Context: an optimization exercise on an open-source flow, tuned for small area. The choices shown serve that exercise and are no tape-out recipe.
In this exercise RTL edits were held to simulation tests only and were not proved equivalent to the original.
Power figures rest on the tool's default switching activity, not on a simulated workload.

==> run B <==
## rbc
module rbc #(
    parameter integer P_BUSY_GUARD     = 4,    
    parameter integer P_TSETTLE_MIN_MS = 10    
) (
    input  wire        clk,
    input  wire        rst_n,
    input  wire        ms_tick,
    input  wire        host_sel,
    input  wire        host_we,
    input  wire [8:0]  host_addr,
    input  wire [31:0] host_wdata,
    output wire [31:0] host_rdata,
    output wire        host_berr,
    output wire        nss_o,
    output wire        sck_o,
    output wire        sck_oe,
    output wire        mosi_o,
    output wire        mosi_oe,
    input  wire        miso_i,
    input  wire        busy_i,
    input  wire        dio1_i,
    output wire        nrst_oe,
    output wire        irq_radio_o,
    output wire        irq_ctl_o,
    output wire        crit_o
);
export LEC_CHECK = 0
export CAP_MARGIN = 5
export CORE_MARGIN = 2
export CORE_UTILIZATION = 45
export CTS_CLUSTER_DIAMETER = 80
export CTS_CLUSTER_SIZE = 28
export SETUP_SLACK_MARGIN = 0.2
export SLEW_MARGIN = 5
export SYNTH_HIERARCHICAL = 1
export SYNTH_MINIMUM_KEEP_SIZE = 0
create_clock -name core_clock -period 10.0 [get_ports {clk}]
run.sh (not shown) runs the stock make flow with config.mk's settings and CLKGATE_MAP_FILE= SYNTH_SCRIPT=/design/flow/synth_recipe.tcl, a recipe that flattens the netlist after the stock synthesis.
==> run P (differences from run B) <==
--- a/flow/design.v
+++ b/flow/design.v
@@ -70,17 +70,16 @@
                      R_SCKDIV   = 6'd9,
                      R_WAKECFG  = 6'd10,
                      R_RXSTAT   = 6'd11;
     localparam [7:0]  GC_LAST     = P_BUSY_GUARD - 1;
     localparam [15:0] TSETTLE_MIN = P_TSETTLE_MIN_MS;
     reg        busy_s1, busy_s2;
     reg        dio_s1, dio_s2, dio_s3;
     reg [3:0]  ph;
-    reg        busy_q;
     reg [8:0]  bi;
     reg [7:0]  e_k;             
     reg [2:0]  bit_idx;
     reg [7:0]  hc;              
     reg [7:0]  sr;              
     reg [15:0] dc;
     reg        sck_q, mosi_q;
     reg [1:0]  cl_op;
@@ -95,17 +94,17 @@
     reg [3:0]  irqen;           
     reg        hiz;
     reg [15:0] trst_low, trst_rel, tsettle, busy_tmo;
     reg [7:0]  sckdiv;
     reg [7:0]  wake_opc;
     reg [8:0]  wake_size;
     reg [7:0]  rxstat;
     reg [2047:0] dbuf;
-    wire busyeng = busy_q;      
+    wire busyeng = (ph != PH_IDLE);
     wire fatal   = (ph == PH_FATAL);
     wire crit    = busyeng && !fatal;
     wire in_reset_seq = (ph == PH_RLOW) || (ph == PH_RREL) || (ph == PH_RSETTLE);
     assign crit_o      = crit;
     assign nss_o       = ~((ph == PH_XSEL) || (ph == PH_XSHIFT));
     assign sck_o       = sck_q;
     assign mosi_o      = mosi_q;
     assign nrst_oe     = (ph == PH_RLOW);
@@ -251,17 +250,16 @@
     always @(posedge clk) begin
         if (!rst_n) begin
             busy_s1    <= 1'b0;
             busy_s2    <= 1'b0;
             dio_s1     <= 1'b0;
             dio_s2     <= 1'b0;
             dio_s3     <= 1'b0;
             ph         <= PH_IDLE;
-            busy_q     <= 1'b0;
             sck_q      <= 1'b0;
             mosi_q     <= 1'b0;
             cl_op      <= 2'd0;
             cl_opc     <= 8'h00;
             cl_flags   <= 3'd0;
             cl_size    <= 9'd0;
             addr       <= 16'h0;
             done       <= 1'b0;
@@ -312,17 +310,16 @@
                 end
                 if (host_wdata[4]) irqpend <= 1'b0;
             end
             if (refuse) begin
                 if (!err) errcode <= refuse_code;
                 err <= 1'b1;
             end
             if (cmd_accept) begin
-                busy_q   <= 1'b1;
                 cl_op    <= host_wdata[1:0];
                 cl_opc   <= host_wdata[15:8];
                 cl_flags <= host_wdata[18:16];
                 cl_size  <= host_wdata[28:20];
                 done    <= 1'b0;
                 case (c_op)
                     4'h1: begin  
                         dc <= 16'd0;
@@ -408,31 +405,29 @@
                             end
                         end
                     end
                 end
                 PH_XGUARD: begin
                     if (hc[1:0] == GC_LAST[1:0]) begin
                         if (d_sleep) begin
                             ph     <= PH_IDLE;
-                            busy_q <= 1'b0;
                             done   <= 1'b1;
                             rstate <= RS_ASLEEP;
                         end else begin
                             dc <= 16'd0;
                             ph <= PH_XPOST;
                         end
                     end else begin
                         hc <= hc + 8'd1;
                     end
                 end
                 PH_XPOST: begin
                     if (!busy_s2) begin
                         ph   <= PH_IDLE;
-                        busy_q <= 1'b0;
                         done <= 1'b1;
                         if (k_wake)
                             rstate <= RS_AWAKE;
                     end else if (ms_tick) begin
                         if (bw_timeout) begin
                             ph         <= PH_FATAL;
                             fatalcause <= k_wake ? 2'd3 : 2'd2;
                         end else begin
@@ -459,17 +454,16 @@
                             dc <= dc_inc;
                         end
                     end
                 end
                 PH_RSETTLE: begin
                     if (ms_tick) begin
                         if (dc_hit) begin
                             ph     <= PH_IDLE;
-                            busy_q <= 1'b0;
                             done   <= 1'b1;
                             rstate <= RS_AWAKE;
                         end else begin
                             dc <= dc_inc;
                         end
                     end
                 end
                 default: ;  
- CAP_MARGIN: 5 -> 20
- CTS_CLUSTER_DIAMETER: 80 -> 50
- CTS_CLUSTER_SIZE: 28 -> 24
- SETUP_SLACK_MARGIN: 0.2 -> 0.3
- SLEW_MARGIN: 5 -> 20
==> run F (differences from run B) <==
--- a/flow/design.v
+++ b/flow/design.v
@@ -71,22 +71,21 @@
                      R_WAKECFG  = 6'd10,
                      R_RXSTAT   = 6'd11;
     localparam [7:0]  GC_LAST     = P_BUSY_GUARD - 1;
     localparam [15:0] TSETTLE_MIN = P_TSETTLE_MIN_MS;
     reg        busy_s1, busy_s2;
     reg        dio_s1, dio_s2, dio_s3;
     reg [3:0]  ph;
     reg        busy_q;
-    reg [8:0]  bi;
-    reg [7:0]  e_k;             
+    reg [1:0]  hp;              
+    reg [8:0]  e_k;             
     reg [2:0]  bit_idx;
-    reg [7:0]  hc;              
     reg [7:0]  sr;              
-    reg [15:0] dc;
+    reg [15:0] dc;              
     reg        sck_q, mosi_q;
     reg [1:0]  cl_op;
     reg [7:0]  cl_opc;
     reg [2:0]  cl_flags;        
     reg [8:0]  cl_size;
     reg [15:0] addr;
     reg        done, err, irqpend;
     reg [2:0]  errcode;
@@ -134,18 +133,21 @@
     wire wr_dbuf   = h_wr & h_is_dbuf;
     wire wr_lockable = wr_dbuf |
                        (wr_reg & ((h_word == R_ADDR)     || (h_word == R_PINCTL)   ||
                                   (h_word == R_TRST_LOW) || (h_word == R_TRST_REL) ||
                                   (h_word == R_TSETTLE)  || (h_word == R_BUSY_TMO) ||
                                   (h_word == R_SCKDIV)   || (h_word == R_WAKECFG)));
     wire lock_refuse = wr_lockable & busyeng;
     wire cfg_write   = wr_lockable & ~busyeng;
-    wire [15:0] w_min     = (h_word == R_TSETTLE) ? TSETTLE_MIN : 16'd20;
-    wire [15:0] w_clamped = (host_wdata[15:0] < w_min) ? w_min : host_wdata[15:0];
+    wire [4:0]  w_min     = (h_word == R_TSETTLE) ? TSETTLE_MIN[4:0] : 5'd20;
+    wire        w_small   = (host_wdata[15:5] == 11'd0) && (host_wdata[4:0] < w_min);
+    wire [15:0] w_clamped = {host_wdata[15:5], w_small ? w_min : host_wdata[4:0]};
+    wire        ws_big    = host_wdata[24] && (host_wdata[23:16] != 8'd0);
+    wire [8:0]  ws_clamped = {host_wdata[24], ws_big ? 8'd0 : host_wdata[23:16]};
     wire [3:0] c_op    = host_wdata[3:0];
     wire [8:0] c_size  = host_wdata[28:20];
     wire       c_resv  = (host_wdata[7:4] != 4'd0) || host_wdata[19] ||
                          (host_wdata[31:29] != 3'd0);
     wire       c_illegal = c_resv || !((c_op == 4'h1) || (c_op == 4'h2) || (c_op == 4'h3));
     reg [2:0] c_code;
     always @* begin
         if (fatal)
@@ -155,35 +157,49 @@
         else if (c_illegal)
             c_code = ERR_OP;
         else if (((c_op == 4'h1) || (c_op == 4'h3)) && hiz)
             c_code = ERR_HIZ;
         else if ((c_op == 4'h1) && (rstate != RS_AWAKE))
             c_code = ERR_STATE;
         else if ((c_op == 4'h3) && (rstate != RS_ASLEEP))
             c_code = ERR_STATE;
-        else if ((c_op == 4'h1) && (c_size > 9'd256))
+        else if ((c_op == 4'h1) && c_size[8] && (c_size[7:0] != 8'd0))    
             c_code = ERR_SIZE;
         else
             c_code = ERR_NONE;
     end
     wire       cmd_refuse  = wr_cmd & (c_code != ERR_NONE);
     wire       cmd_accept  = wr_cmd & (c_code == ERR_NONE);
     wire       refuse      = cmd_refuse | lock_refuse;
     wire [2:0] refuse_code = cmd_refuse ? c_code : ERR_LOCK;
-    wire [8:0] hdr_len   = d_hasaddr ? 9'd3 : 9'd1;           
-    wire [8:0] bi_next   = bi + 9'd1;
-    wire       last_byte = (bi_next == hdr_len + d_size);
-    wire [7:0] e_k_first = d_dir ? (d_hasaddr ? 8'hFD : 8'hFF)
-                                 : (d_hasaddr ? 8'hFE : 8'h00);
-    wire half_end      = (ph == PH_XSHIFT) && (hc == sckdiv);
+    wire [15:0] dc_inc     = dc + 16'd1;
+    reg  [15:0] dc_target;
+    always @* begin
+        case (ph)
+            PH_RLOW: dc_target = trst_low;
+            PH_RREL: dc_target = trst_rel;
+            PH_RSETTLE: dc_target = tsettle;
+            PH_XSEL:    dc_target = {8'h00, sckdiv};
+            PH_XSHIFT:  dc_target = {8'h00, sckdiv};
+            PH_XGUARD:  dc_target = {8'h00, GC_LAST};
+            default: dc_target = busy_tmo;
+        endcase
+    end
+    wire        dc_hit     = (dc == dc_target);
+    wire        bw_timeout = (busy_tmo != 16'd0) && dc_hit;
+    wire [8:0] e_k_first = d_dir ? (d_hasaddr ? 9'h1FD : 9'h1FF)
+                                 : (d_hasaddr ? 9'h1FE : 9'h000);
+    wire [8:0] e_k_last  = d_size - {8'd0, d_dir};
+    wire       last_byte = (e_k == e_k_last);
+    wire half_end      = (ph == PH_XSHIFT) && dc_hit;
     wire bit_sampled   = half_end && sck_q;
     wire byte_received = bit_sampled && (bit_idx == 3'd0);
-    wire rx_to_dbuf    = byte_received && d_dir && (bi >= hdr_len);
-    wire rx_to_rxstat  = byte_received && (bi == 9'd0);
+    wire rx_to_dbuf    = byte_received && d_dir && !e_k[8];
+    wire rx_to_rxstat  = byte_received && (hp == 2'd0);
     wire [7:0] rx_byte = {sr[6:0], miso_i};
     wire [5:0] m_word = busyeng ? e_k[7:2] : h_word;
     reg [63:0] m_sel;
     integer w;
     always @* begin
         for (w = 0; w < 64; w = w + 1)
             m_sel[w] = (m_word == w);
     end
@@ -222,37 +238,25 @@
             2'd0: m_byte = m_rd[7:0];
             2'd1: m_byte = m_rd[15:8];
             2'd2: m_byte = m_rd[23:16];
             default: m_byte = m_rd[31:24];
         endcase
     end
     reg [7:0] fb_next;
     always @* begin
-        if (d_hasaddr && (bi == 9'd0))
+        if (d_hasaddr && (hp == 2'd0))
             fb_next = addr[15:8];
-        else if (d_hasaddr && (bi == 9'd1))
+        else if (d_hasaddr && (hp == 2'd1))
             fb_next = addr[7:0];
         else if (!d_dir)
             fb_next = m_byte;
         else
             fb_next = 8'h00;
     end
-    wire [15:0] dc_inc     = dc + 16'd1;
-    reg  [15:0] dc_target;
-    always @* begin
-        case (ph)
-            PH_RLOW: dc_target = trst_low;
-            PH_RREL: dc_target = trst_rel;
-            PH_RSETTLE: dc_target = tsettle;
-            default: dc_target = busy_tmo;
-        endcase
-    end
-    wire        dc_hit     = (dc == dc_target);
-    wire        bw_timeout = (busy_tmo != 16'd0) && dc_hit;
     always @(posedge clk) begin
         if (!rst_n) begin
             busy_s1    <= 1'b0;
             busy_s2    <= 1'b0;
             dio_s1     <= 1'b0;
             dio_s2     <= 1'b0;
             dio_s3     <= 1'b0;
             ph         <= PH_IDLE;
@@ -292,17 +296,17 @@
                     R_PINCTL:   hiz      <= host_wdata[0];
                     R_TRST_LOW: trst_low <= w_clamped;
                     R_TRST_REL: trst_rel <= w_clamped;
                     R_TSETTLE:  tsettle  <= w_clamped;
                     R_BUSY_TMO: busy_tmo <= host_wdata[15:0];
                     R_SCKDIV:   sckdiv   <= host_wdata[7:0];
                     R_WAKECFG: begin
                         wake_opc  <= host_wdata[7:0];
-                        wake_size <= (host_wdata[24:16] > 9'd256) ? 9'd256 : host_wdata[24:16];
+                        wake_size <= ws_clamped;
                     end
                     default: ;
                 endcase
             end
             if (wr_irqen)
                 irqen <= host_wdata[3:0];
             if (wr_status) begin
                 if (host_wdata[1]) done <= 1'b0;
@@ -327,19 +331,19 @@
                     4'h1: begin  
                         dc <= 16'd0;
                         ph <= PH_XPRE;
                     end
                     4'h3: begin  
                         sck_q   <= 1'b0;
                         mosi_q  <= wake_opc[7];
                         sr      <= wake_opc;
-                        hc      <= 8'd0;
-                        bi      <= 9'd0;
-                        e_k     <= 8'hFF;       
+                        dc      <= 16'd0;
+                        hp      <= 2'd0;
+                        e_k     <= 9'h1FF;      
                         bit_idx <= 3'd7;
                         ph      <= PH_XSEL;
                     end
                     default: begin  
                         rstate  <= RS_MIDRESET;
                         irqpend <= 1'b0;
                         dc      <= 16'd0;
                         ph      <= PH_RLOW;
@@ -347,44 +351,44 @@
                 endcase
             end
             case (ph)
                 PH_XPRE: begin
                     if (!busy_s2) begin
                         sck_q   <= 1'b0;
                         mosi_q  <= d_opc[7];
                         sr      <= d_opc;
-                        hc      <= 8'd0;
-                        bi      <= 9'd0;
+                        dc      <= 16'd0;
+                        hp      <= 2'd0;
                         e_k     <= e_k_first;
                         bit_idx <= 3'd7;
                         ph      <= PH_XSEL;
                     end else if (ms_tick) begin
                         if (bw_timeout) begin
                             ph         <= PH_FATAL;
                             fatalcause <= 2'd1;
                         end else begin
                             dc <= dc_inc;
                         end
                     end
                 end
                 PH_XSEL: begin
-                    if (hc == sckdiv) begin
-                        hc    <= 8'd0;
+                    if (dc_hit) begin
+                        dc    <= 16'd0;
                         sck_q <= 1'b1;
                         ph    <= PH_XSHIFT;
                     end else begin
-                        hc <= hc + 8'd1;
+                        dc <= dc_inc;
                     end
                 end
                 PH_XSHIFT: begin
-                    if (hc != sckdiv) begin
-                        hc <= hc + 8'd1;
+                    if (!dc_hit) begin
+                        dc <= dc_inc;
                     end else begin
-                        hc <= 8'd0;
+                        dc <= 16'd0;
                         if (sck_q) begin
                             sr    <= rx_byte;
                             sck_q <= 1'b0;
                             if (bit_idx != 3'd0)
                                 mosi_q <= sr[6];
                             else begin
                                 if (rx_to_rxstat)
                                     rxstat <= rx_byte;
@@ -393,40 +397,41 @@
                                 else
                                     mosi_q <= 1'b0;
                             end
                         end else begin
                             if (bit_idx != 3'd0) begin
                                 bit_idx <= bit_idx - 3'd1;
                                 sck_q   <= 1'b1;
                             end else if (!last_byte) begin
-                                bi      <= bi_next;
-                                e_k     <= e_k + 8'd1;
+                                if (hp != 2'd2)
+                                    hp  <= hp + 2'd1;
+                                e_k     <= e_k + 9'd1;
                                 bit_idx <= 3'd7;
                                 sr      <= fb_next;
                                 sck_q   <= 1'b1;
                             end else begin
                                 ph    <= PH_XGUARD;
                             end
                         end
                     end
                 end
                 PH_XGUARD: begin
-                    if (hc[1:0] == GC_LAST[1:0]) begin
+                    if (dc_hit) begin
                         if (d_sleep) begin
                             ph     <= PH_IDLE;
                             busy_q <= 1'b0;
                             done   <= 1'b1;
                             rstate <= RS_ASLEEP;
                         end else begin
                             dc <= 16'd0;
                             ph <= PH_XPOST;
                         end
                     end else begin
-                        hc <= hc + 8'd1;
+                        dc <= dc_inc;
                     end
                 end
                 PH_XPOST: begin
                     if (!busy_s2) begin
                         ph   <= PH_IDLE;
                         busy_q <= 1'b0;
                         done <= 1'b1;
                         if (k_wake)
==> flow/flow/run.sh (new file) <==
#!/bin/bash
# The standard layout (the standard.sh, all steps), with two changes:
# clock tree synthesis does not add dummy loads to balance the leaf buffers,
# and after global routing non-critical gates are downsized (RECOVER_POWER).
set -euo pipefail
export CTS_ARGS="-sink_clustering_enable -repair_clock_nets -sink_clustering_size 30 -sink_clustering_max_diameter 90 -dont_use_dummy_load"
export RECOVER_POWER=100
bash standard.sh > standard.log 2>&1
==> flow/standard.sh (new file) <==
#!/bin/bash
# synth_recipe.tcl (not shown) runs the flow's synth.tcl, then flattens the netlist and writes it again
# the make line also repeats each setting of config.mk as NAME=value (left out here)
make -C /OpenROAD-flow-scripts/flow DESIGN_CONFIG=/design/flow/config.mk WORK_HOME=/design/flow/orfs CLKGATE_MAP_FILE= SYNTH_SCRIPT=/design/flow/synth_recipe.tcl "${@:-finish}"
- CORE_UTILIZATION: 45 -> 55
- CTS_CLUSTER_DIAMETER: 80 -> 90
- CTS_CLUSTER_SIZE: 28 -> 30
- PLACE_DENSITY: unset -> 0.65
removed: flow/run.sh
==> qor summary <==
	run B	run F	run P
Status	no timing/DRC/antenna violations	complete, but fails checks	no timing/DRC/antenna violations
Violated checks	-	max-capacitance violations, max-slew violations, negative setup slack	-
Leakage component of the power	29.5 nW	28.1 nW	30.6 nW
Launch point of the worst reg-to-reg path	busy_q	busy_q	ph[1]
Count of standard-cell rows	159	143	159
Post-DR wirelength/cell	34.0 µm	35.5 µm	32.8 µm
Average size of a mapped cell	16.5 µm²	16.7 µm²	16.4 µm²
Area overhead of the layout relative to synthesis	12.0%	8.45%	14.0%
Critical path fanouts, max	19	17	18
Global-route wire length before repair	385,000 µm	367,000 µm	382,000 µm
CP Depth	15	13	16
Simple-gate share of the synthesized area	0.0744	0.0727	0.0805
Detailed-router iteration count before antenna repair	20	10	9
Highest Clock Rate	102 MHz	98.7 MHz	103 MHz
Synth Instances	5,158	5,052	5,184
Adder-cell share of the synthesized area	0.00274	0.00193	0.00273
Crit path buf inv count	5	4	6
Number of standard cells in the final layout excluding fillers	8,110	7,371	8,238
Layout clock buffers	118	91	191
Fillers	15.5k	11.4k	15.4k
Fraction of power spent switching nets	0.235	0.212	0.287
Number of enable-type register cells in the synthesized netlist	2,099	2,085	2,099
Met2 wire length	121,000 µm	120,000 µm	121,000 µm
Multi-input gate share of the layout cell area	0.191	0.193	0.188
Post-synthesis share of cell area spent on xor and xnor gates	0.00443	0.00370	0.00361

afterwards: timing with drivers on the ports:
In the flow no input, the clock included, has a driving cell. The finished layouts below were timed again as built, in two steps.
Step 1: set_driving_cell puts a clkbuf_16 on clk and a buf_2 on each other input, an assumption about the parent block.
Step 2 times the ports against the registers' clock, not the clock port: input delays grow and output delays shrink by t, the midpoint of the rising clock arrivals with the driver on.
a / b / c = no drivers / after step 1 / after step 2; a / b = the first two.
run	t (ns)	setup WS [ns]	pins driven straight from the clock port
run B	0.899	0.196 / 0.164 / 0.164	1
run P	0.927	0.295 / 0.268 / 0.268	1
run F	0.806	-0.128 / -0.152 / -0.190	1
The setup slack of run F, which loses most, moves by -0.024 ns with the drivers and by -0.062 ns with both steps.
